Source: an optimization exercise on an open RTL-to-GDS flow (aim: small area, a short achievable clock period and few clock cycles per item). Production flows keep margins and buffers that such runs may drop. At most, simulation tests tie the RTL to the original design; equivalence was not proved.

==> flow/design.v (excerpt) <==
module a429pk (
    input  wire         clk,
    input  wire         rst,
    input  wire         cmd_valid,
    output wire         cmd_ready,
    input  wire [287:0] cmd,
    output reg          rsp_valid,
    output wire [127:0] rsp_rn,
    output wire [63:0]  rsp_rd,
    output reg          diag_valid,
    output reg  [3:0]   diag_code,
    output wire [31:0]  raw,
    output wire [7:0]   dsr
);
    localparam [7:0] OP_SETRAW  = 8'h01, OP_GETRAW  = 8'h02,
                     OP_SETID   = 8'h03, OP_GETID   = 8'h04,
                     OP_SETSDI  = 8'h05, OP_GETSDI  = 8'h06,
                     OP_SETSSM  = 8'h07, OP_GETSSM  = 8'h08,
                     OP_SETPAR  = 8'h09, OP_GETPAR  = 8'h0A,
                     OP_SETBNR  = 8'h0B, OP_GETBNR  = 8'h0C,
                     OP_SETBCDD = 8'h0D, OP_SETBCD  = 8'h0E,
                     OP_GETBCD  = 8'h0F, OP_SETDISC = 8'h10,
                     OP_GETDISC = 8'h11, OP_SETDBIT = 8'h12,
                     OP_GETDBIT = 8'h13, OP_CLR     = 8'h14,
                     OP_GETWORD = 8'h15, OP_GETDSR  = 8'h16,
                     OP_CLRDSR  = 8'h17;
    localparam [3:0] E_NONE     = 4'd0,
                     E_RANGE    = 4'd1,
                     E_TOOWIDE  = 4'd2,
                     E_OCCUPIED = 4'd3,
                     E_OUTRANGE = 4'd4,
                     E_DIGIT    = 4'd5,
                     E_RADIX    = 4'd6,
                     E_SIGNOVL  = 4'd7,
                     E_ILLEGAL  = 4'd8;
    localparam [4:0] S_IDLE  = 5'd0,
                     S_EXEC  = 5'd1,    
                     S_PREP  = 5'd2,    
                     S_P2    = 5'd3,    
                     S_P1    = 5'd4,    
                     S_DIV   = 5'd5,    
                     S_FIN   = 5'd6,    
                     S_FIN2  = 5'd7,    
                     S_GMUL  = 5'd8,    
                     S_GD2   = 5'd9,    
                     S_DAB   = 5'd10,   
                     S_BW    = 5'd11,   
                     S_BREM  = 5'd12,   
                     S_BSCAN = 5'd13,   
                     S_GPREP = 5'd14,   
  ...
clock: 15.0 ns
lec_check: 0
cap_margin: 40
core_margin: 2
core_utilization: 40
setup_slack_margin: 5
slew_margin: 40
run.sh (not shown) runs the stock make flow with config.mk's settings and CLKGATE_MAP_FILE= SYNTH_SCRIPT=/design/flow/synth_recipe.tcl, a recipe that flattens the netlist after the stock synthesis.
Testbench counts at the start, summed over its fixed seeds: cycles 8,017, commands 3,486.
Next try:
==> flow/flow/run.sh (new file) <==
#!/bin/bash
# The standard layout (standard.sh), with ORFS's setup repair asked to
# leave a larger setup-slack margin on the design's own clock period.
set -euo pipefail
export SETUP_SLACK_MARGIN=8
bash standard.sh > standard.log 2>&1
==> flow/standard.sh (new file) <==
#!/bin/bash
# synth_recipe.tcl (not shown) runs the flow's synth.tcl, then flattens the netlist and writes it again
# the make line also repeats each setting of config.mk as NAME=value (left out here)
make -C /OpenROAD-flow-scripts/flow DESIGN_CONFIG=/design/flow/config.mk WORK_HOME=/design/flow/orfs CLKGATE_MAP_FILE= SYNTH_SCRIPT=/design/flow/synth_recipe.tcl "${@:-finish}"
--- a/flow/config.mk
+++ b/flow/config.mk
@@ -11 +10,0 @@
-export SETUP_SLACK_MARGIN = 5
removed: flow/run.sh
The new run finished clean.
Worst hold slack got worse by 14 ps.
Clock skew came out higher by 16 ps.
Routed wire length came out higher by 1.2%.
First-iteration DRC count came out lower by 0.77%.
Setup slack improved by 1700 ps.
Flip-flop and latch count stays the same.
Synthesized area stays the same.
Global-route usage came out higher by 0.52 points.
Maximum frequency came out higher by 22%.
Cell area came out higher by 2.9%.

* * *

a429pk, a different RTL version from the one above (not shown whole).
For scale: ~660 flip-flops, about 530 I/O pins, ~0.067 mm2 of cells after synthesis.
==> flow/design.v (excerpt) <==
module a429pk (
    input  wire         clk,
    input  wire         rst,
    input  wire         cmd_valid,
    output wire         cmd_ready,
    input  wire [287:0] cmd,
    output reg          rsp_valid,
    output wire [127:0] rsp_rn,
    output wire [63:0]  rsp_rd,
    output reg          diag_valid,
    output reg  [3:0]   diag_code,
    output wire [31:0]  raw,
    output wire [7:0]   dsr
);
Settings: LEC_CHECK=0, CAP_MARGIN=40, CORE_MARGIN=2, CORE_UTILIZATION=40, SLEW_MARGIN=40; clock period 15.0 ns.
standard.sh (not shown) runs the stock make flow with config.mk's settings and CLKGATE_MAP_FILE= SYNTH_SCRIPT=/design/flow/synth_recipe.tcl, a recipe that flattens the netlist after the stock synthesis.
==> flow/flow/run.sh <==
#!/bin/bash
# The standard layout (standard.sh), with ORFS's setup repair asked to
# leave a larger setup-slack margin on the design's own clock period, and
# allowed to resize cells to other footprints.
set -euo pipefail
export SETUP_SLACK_MARGIN=8
bash standard.sh MATCH_CELL_FOOTPRINT=0 finish > standard.log 2>&1
The first run finished clean.
Then changed:
==> flow/flow/run.sh (replaced) <==
#!/bin/bash
# The standard layout (standard.sh), with ORFS's setup repair asked to
# leave a larger setup-slack margin on the design's own clock period.
set -euo pipefail
export SETUP_SLACK_MARGIN=8
bash standard.sh > standard.log 2>&1
--- a/flow/config.mk
+++ b/flow/config.mk
@@ -11,0 +12,2 @@
+export SYNTH_HIERARCHICAL = 1
+export SYNTH_MINIMUM_KEEP_SIZE = 0
The changed run went through all stages and came out clean.
Setup slack gains 0.38 ns.
Cell area rises by 4.0%.
First-iteration DRC count came out higher by 16%.
Then changed:
--- a/flow/flow/run.sh
+++ b/flow/flow/run.sh
@@ -3 +3,2 @@
-# leave a larger setup-slack margin on the design's own clock period.
+# leave a larger setup-slack margin on the design's own clock period, and
+# plain buffers (buf_2) for the port buffers.
@@ -5,0 +7 @@
+export BUFFER_PORTS_ARGS="-buffer_cell sky130_fd_sc_hd__buf_2"
--- a/flow/config.mk
+++ b/flow/config.mk
@@ -12,2 +11,0 @@
-export SYNTH_HIERARCHICAL = 1
-export SYNTH_MINIMUM_KEEP_SIZE = 0
Effect: Core utilization decreases by 2.7 points. First-iteration DRC count falls by 14%. Hold slack improved by 0.0087 ns. Global-route usage went down by 2.5 points. Count of clock-buffer cells in the layout increases by 3. Clock skew came out higher by 0.066 ns. Cell area is lower by 8.4%. Die area fell by 3.1%. Final cell count shrinks by 3.4%. Wire length falls by 8.4%.
Then changed:
==> flow/flow/run.sh (replaced) <==
#!/bin/bash
# The standard layout (standard.sh), with ORFS's setup repair asked to
# leave a larger setup-slack margin on the design's own clock period.
set -euo pipefail
export SETUP_SLACK_MARGIN=8
bash standard.sh > standard.log 2>&1
First-iteration DRC count goes up by 6.3%.
Clock skew goes down by 0.041 ns.
Final area goes up by 4.7%.
Hold slack is about the same.
Setup slack improved by 0.034 ns.
Sequential share of layout area goes down by 0.84 points.
No run of this note included a check of the RTL's function; only the layout flow was run.

* * *

a429pk, a different RTL version from the one above (not shown whole).
Size: roughly 8,800 cells after synthesis, ~660 flip-flops, roughly 530 I/O pins, ~65,000 um^2 of cells after synthesis.
Settings: LEC_CHECK=0, CAP_MARGIN=40, CORE_MARGIN=2, CORE_UTILIZATION=40, SLEW_MARGIN=40; clock period 15.0 ns.
==> flow/flow/run.sh <==
#!/bin/bash
# The standard layout (standard.sh), with ORFS's setup repair asked to
# leave a larger setup-slack margin on the design's own clock period.
set -euo pipefail
export SETUP_SLACK_MARGIN=8
bash standard.sh > standard.log 2>&1
The starting point finished clean.
Testbench counts at the start, summed over its fixed seeds: cycles 8,134, commands 3,486.
Next try:
Settings changed: SYNTH_HIERARCHICAL from default to 1, SYNTH_MINIMUM_KEEP_SIZE from default to 0.
The new run went through all stages and came out clean.
Design area climbs by 1.3%.
Critical path depth increases by 2.
Global-route usage grows by 0.21 points.
Synthesized area grows by 0.98%.
Non-clock buffer count rises by 57.
Setup slack loses 0.70 ns.
Routed wire length rises by 1.2%.
Cell count fell by 0.52%.
Next try:
==> flow/flow/run.sh (replaced) <==
#!/bin/bash
# The standard layout (standard.sh), with ORFS's setup repair asked to
# leave a larger setup-slack margin on the design's own clock period, and
# plain buffers (buf_2) for the port buffers.
set -euo pipefail
export SETUP_SLACK_MARGIN=8
export BUFFER_PORTS_ARGS="-buffer_cell sky130_fd_sc_hd__buf_2"
bash standard.sh > standard.log 2>&1
Settings changed: CORE_UTILIZATION 40 to 50, CTS_BUF_LIST from default to sky130_fd_sc_hd__clkbuf_8 sky130_fd_sc_hd__clkbuf_4, SYNTH_HIERARCHICAL 1 to default, SYNTH_MINIMUM_KEEP_SIZE 0 to default.
Outcome:
- hold slack degrades by 0.014 ns
- global-route usage goes up by 9.9 points
- setup slack improves by 0.86 ns
- register-to-register slack degrades by 0.22 ns
- wire length goes down by about 3%
- cell count goes down by 2.9%
- design area goes down by 6.8%
- area after synthesis goes down by about 1%
Next try:
Settings changed: CORE_UTILIZATION 50 to 40.
After rerunning: Via count fell by 3.8%; synthesized cell count does not change; clock skew falls by 0.0096 ns; cell count increases by 3.7%; routed wire length went up by 0.66%.

* * *

== run A ==
a429pk, a different RTL version from the one above (not shown whole).
For scale: roughly 9,300 cells after synthesis, ~660 flip-flops, roughly 530 I/O pins, about 0.070 mm^2 of cells after synthesis.
clock: 15.0 ns
lec_check: 0
cap_margin: 40
core_margin: 2
core_utilization: 40
slew_margin: 40
==> flow/flow/run.sh <==
#!/bin/bash
# The standard layout (standard.sh), with ORFS's setup repair asked to
# leave a larger setup-slack margin on the design's own clock period.
set -euo pipefail
export SETUP_SLACK_MARGIN=8
bash standard.sh > standard.log 2>&1
Input-level comparison between run B and run A:
# run A
export LEC_CHECK = 0
export CAP_MARGIN = 40
export CORE_MARGIN = 2
export CORE_UTILIZATION = 40
export SLEW_MARGIN = 40
create_clock -name core_clock -period 15.0 [get_ports {clk}]
# run B
export LEC_CHECK = 0
export CAP_MARGIN = 40
export CORE_MARGIN = 2
export CORE_UTILIZATION = 40
export SETUP_SLACK_MARGIN = 5
export SLEW_MARGIN = 40
create_clock -name core_clock -period 15.0 [get_ports {clk}]
==> flow/run.sh (new file) <==
#!/bin/bash
# synth_recipe.tcl (not shown) runs the flow's synth.tcl, then flattens the netlist and writes it again
# the make line also repeats each setting of config.mk as NAME=value (left out here)
make -C /OpenROAD-flow-scripts/flow DESIGN_CONFIG=/design/flow/config.mk WORK_HOME=/design/flow/orfs CLKGATE_MAP_FILE= SYNTH_SCRIPT=/design/flow/synth_recipe.tcl finish
removed: flow/flow/run.sh
removed: flow/standard.sh
==> results.txt <==
- Run B against run A: final non-filler cell area now smaller; non-clock buffer count went down 47.
- There was hardly any difference in number of buffer cells added on primary ports between run B and run A.
- The run showing the greater post-layout net count is run A.
- Run B -> run A: H-tree level count delta 0, exact match
- Sort run A and run B by register-to-register slack desc -> top: run A
- Run B vs run A: final period demand of the worst path up in run B
- Of the two values seen for slowest stage cell on the critical path, a2111oi_0 was produced by run B and a2111oi_1 by run A.
- Of run A and run B, the run reporting the higher part of the cycle the worst path needs was run B.
- Run A has a higher post-route non-filler standard cell count than run B.
No functional check of the RTL was part of any run of this note.

-- static timing again, ports no longer ideal --
In the flow no input, the clock included, has a driving cell. The finished layouts below were timed again as built, in two steps.
Step 1, drivers: a clkbuf_16 drives clk and a buf_2 each remaining input, both assumed.
Step 2 moves the port delays by t, midway between the first and last clock arrival at a register: inputs arrive t later, outputs are due t later. That takes back most of the time a late clock gives input paths.
a / b / c = ideal ports / drivers / drivers and shift; a / b = the first two.
| run | t, ns | setup WS [ns] | worst setup path after step 2 | clock arrival spread, ns | slew at the worst register clock pin (ns) |
|---|---|---|---|---|---|
| the first run of note 1 | 0.824 | 5.400 / 5.474 / 4.650 | input to register | 0.049 / 0.050 | 0.07 / 0.07 |
| the second run of note 1 | 0.831 | 7.129 / 7.135 / 6.304 | input to register | 0.066 / 0.066 | 0.07 / 0.07 |
| the first run of note 2 | 0.813 | 7.510 / 7.543 / 6.730 | input to register | 0.085 / 0.086 | 0.07 / 0.07 |
| the second run of note 2 | 0.841 | 7.892 / 7.892 / 7.152 | input to register | 0.038 / 0.039 | 0.07 / 0.07 |
| the third run of note 2 | 0.842 | 7.324 / 7.395 / 6.553 | input to register | 0.104 / 0.104 | 0.08 / 0.08 |
| the fourth run of note 2 | 0.822 | 7.357 / 7.408 / 6.586 | input to register | 0.068 / 0.068 | 0.08 / 0.08 |
| the first run of note 3 | 0.841 | 7.731 / 7.646 / 6.805 | input to register | 0.057 / 0.058 | 0.08 / 0.08 |
| the second run of note 3 | 0.826 | 7.030 / 7.096 / 6.270 | input to register | 0.070 / 0.069 | 0.08 / 0.08 |
| the third run of note 3 | 0.959 | 7.894 / 7.937 / 6.983 | input to register | 0.076 / 0.076 | 0.08 / 0.08 |
| the fourth run of note 3 | 1.039 | 7.961 / 7.860 / 6.820 | input to register | 0.051 / 0.051 | 0.08 / 0.08 |
| run A | 0.851 | 7.927 / 7.927 / 7.245 | input to register | 0.058 / 0.059 | 0.07 / 0.07 |
| run B | 0.856 | 6.627 / 6.627 / 6.627 | register to register | 0.059 / 0.058 | 0.07 / 0.07 |
After both steps setup and hold are still met in every run listed. For the fourth run of note 3, which loses most, drivers alone change the setup slack by -0.101 ns; drivers and shift together by -1.141 ns.
